Source: an optimization exercise on an open RTL-to-GDS flow (aim: small area). Production flows keep margins and buffers that such runs may drop.
Only simulation tests tie the RTL to the original design; equivalence was not proved.
Power and IR drop assume default switching activity.

## crc8u
module crc8u (
  input  wire       clk,
  input  wire       rst,
  input  wire [1:0] op,
  input  wire [7:0] din,
  output reg  [7:0] crc,     
  output wire       zero,    
  output wire       eq       
);
==> flow/config.mk <==
export PLATFORM = sky130hd
export DESIGN_NAME = crc8u
export DESIGN_NICKNAME = crc8u
export VERILOG_FILES = /design/flow/design.v
export SDC_FILE = /design/flow/constraint.sdc
export NUM_CORES = 4
export LEC_CHECK = 0
export CAP_MARGIN = 20
export CORE_AREA = 10 10 110 110
export CTS_BUF_LIST = sky130_fd_sc_hd__clkbuf_2
export CTS_CLUSTER_SIZE = 8
export DIE_AREA = 0 0 120 120
export SLEW_MARGIN = 20
export SYNTH_HIERARCHICAL = 1
export SYNTH_MINIMUM_KEEP_SIZE = 0
==> flow/constraint.sdc <==
create_clock -name core_clock -period 10.0 [get_ports {clk}]
set_input_delay 2.0000 -clock core_clock [delete_from_list [all_inputs] [get_ports {clk}]]
set_output_delay 2.0000 -clock core_clock [all_outputs]
set_load 0.01 [all_outputs]
standard.sh (not shown) runs the stock make flow with config.mk's settings and CLKGATE_MAP_FILE= SYNTH_SCRIPT=/design/flow/synth_recipe.tcl, a recipe that flattens the netlist after the stock synthesis.
==> flow/flow/run.sh <==
#!/bin/bash
set -euo pipefail
bash standard.sh ABC_LOAD_IN_FF=0.5 \
  'BUFFER_PORTS_ARGS=-buffer_cell sky130_fd_sc_hd__buf_1' \
  finish > standard.log 2>&1
Rerun with:
==> flow/run.sh (new file) <==
#!/bin/bash
# synth_recipe.tcl (not shown) runs the flow's synth.tcl, then flattens the netlist and writes it again
# the make line also repeats each setting of config.mk as NAME=value (left out here)
make -C /OpenROAD-flow-scripts/flow DESIGN_CONFIG=/design/flow/config.mk WORK_HOME=/design/flow/orfs CLKGATE_MAP_FILE= SYNTH_SCRIPT=/design/flow/synth_recipe.tcl finish
- CTS_BUF_LIST: sky130_fd_sc_hd__clkbuf_2 -> unset
- CTS_CLUSTER_SIZE: 8 -> unset
removed: flow/flow/run.sh
removed: flow/standard.sh
Result:
- The new run completed without violations
- final cell count is lower by 0.47%
- setup slack is worse by 0.63 ns
- first-iteration DRC count is higher by 11%
- final area is higher by 24%
- critical path depth is lower by 7
- via count is lower by about 1.6%
- total power is higher by 20%
- routed wire length is higher by about 9%
- clock-buffer cell count is unchanged
- register-to-register slack is worse by 0.09 ns
- combinational power is higher by 16%


## fjord
Starting RTL as in the previous note.
clock: 10.0 ns
lec_check: 0
cap_margin: 20
core_area: 10 10 110 110
die_area: 0 0 120 120
slew_margin: 20
synth_hierarchical: 1
synth_minimum_keep_size: 0
==> flow/flow/run.sh <==
#!/bin/bash
set -e
bash standard.sh > standard.log 2>&1
Setup changes, fjord to pepper
Settings: CTS_CLUSTER_DIAMETER newly set to 200; CTS_CLUSTER_SIZE newly set to 8; CTS_BUF_LIST newly set to sky130_fd_sc_hd__clkbuf_2.
==> flow/flow/run.sh <==
#!/bin/bash
set -euo pipefail
bash standard.sh ABC_LOAD_IN_FF=0.5 \
  'BUFFER_PORTS_ARGS=-buffer_cell sky130_fd_sc_hd__buf_1' \
  finish > standard.log 2>&1
Results
- Per the comparison of pepper with fjord, register area has remained practically unchanged; area after synthesis has decreased; global-route track usage on met1 has remained practically unchanged.
- The highest layer used for signal routing comes out met4 in one run and met5 in the other, namely in pepper and fjord respectively.
- pepper against fjord; net switching power is down by a few percent.
- From fjord to pepper the numbers moved as follows: endpoint arrival time on the critical path went up; headroom to the max-slew limit went down.
- Looking at global-route met3 utilization, pepper sits 0.84 points below fjord.
- First-pass GRT wire length: pepper < fjord
- Number of synthesized register bits essentially unchanged between fjord and pepper.
- Compared with fjord, pepper shows a lower power.
- pepper has post-detailed-routing wire length below what fjord had.
Setup changes, pepper to zinc
Settings: DIE_AREA now 0 0 50 50, was 0 0 120 120; CTS_CLUSTER_DIAMETER now 100, was 200; CORE_AREA now 5 5 45 45, was 10 10 110 110.
- Going from pepper to zinc, transition time at the pin with the least slew margin grows by 61 ps.
- Wire: zinc routes less than pepper
- Leakage power of pepper is on par with zinc.
- zinc ends up with higher global-route usage than pepper does.
- Diff zinc..pepper | remaining design rule violation count | unchanged
- zinc ended with every stage complete and zero timing, DRC or antenna violations.
- pepper -> zinc: weighted congestion at the end of routability-driven global placement increased slightly
- pepper → zinc: max-cap check violation count held steady; utilization of the core after routing grew by 36 points; diode insertion count for antenna repair shrank by 1; core outline area shrank by about 80%.

[re-timing with driven ports]
How much do the figures lean on ideal ports? The routed layouts below were timed once more, with nothing changed but the port constraints.
Step 1: set_driving_cell puts a clkbuf_16 on clk and a buf_2 on each other input, an assumption about the parent block.
Step 2, shift: input delay + t, output delay - t, t = (earliest + latest rising clock arrival at the registers) / 2. This alone moves slack from input paths to output paths.
Three values: ideal ports, drivers, drivers and shift; two values: the first two.
run	shift t [ns]	setup WS [ns]	slew at the worst register clock pin (ns)	cell pins on the clock port's net
the first run of note 1	0.261	4.953 / 4.955 / 4.694	0.08 / 0.08	1
the second run of note 1	0.252	4.328 / 4.295 / 4.295	0.04 / 0.04	1
fjord	0.252	4.328 / 4.295 / 4.295	0.04 / 0.04	1
pepper	0.261	4.953 / 4.955 / 4.694	0.08 / 0.08	1
zinc	0.247	5.016 / 5.008 / 4.761	0.09 / 0.09	1
After both steps every run listed still meets setup and hold.
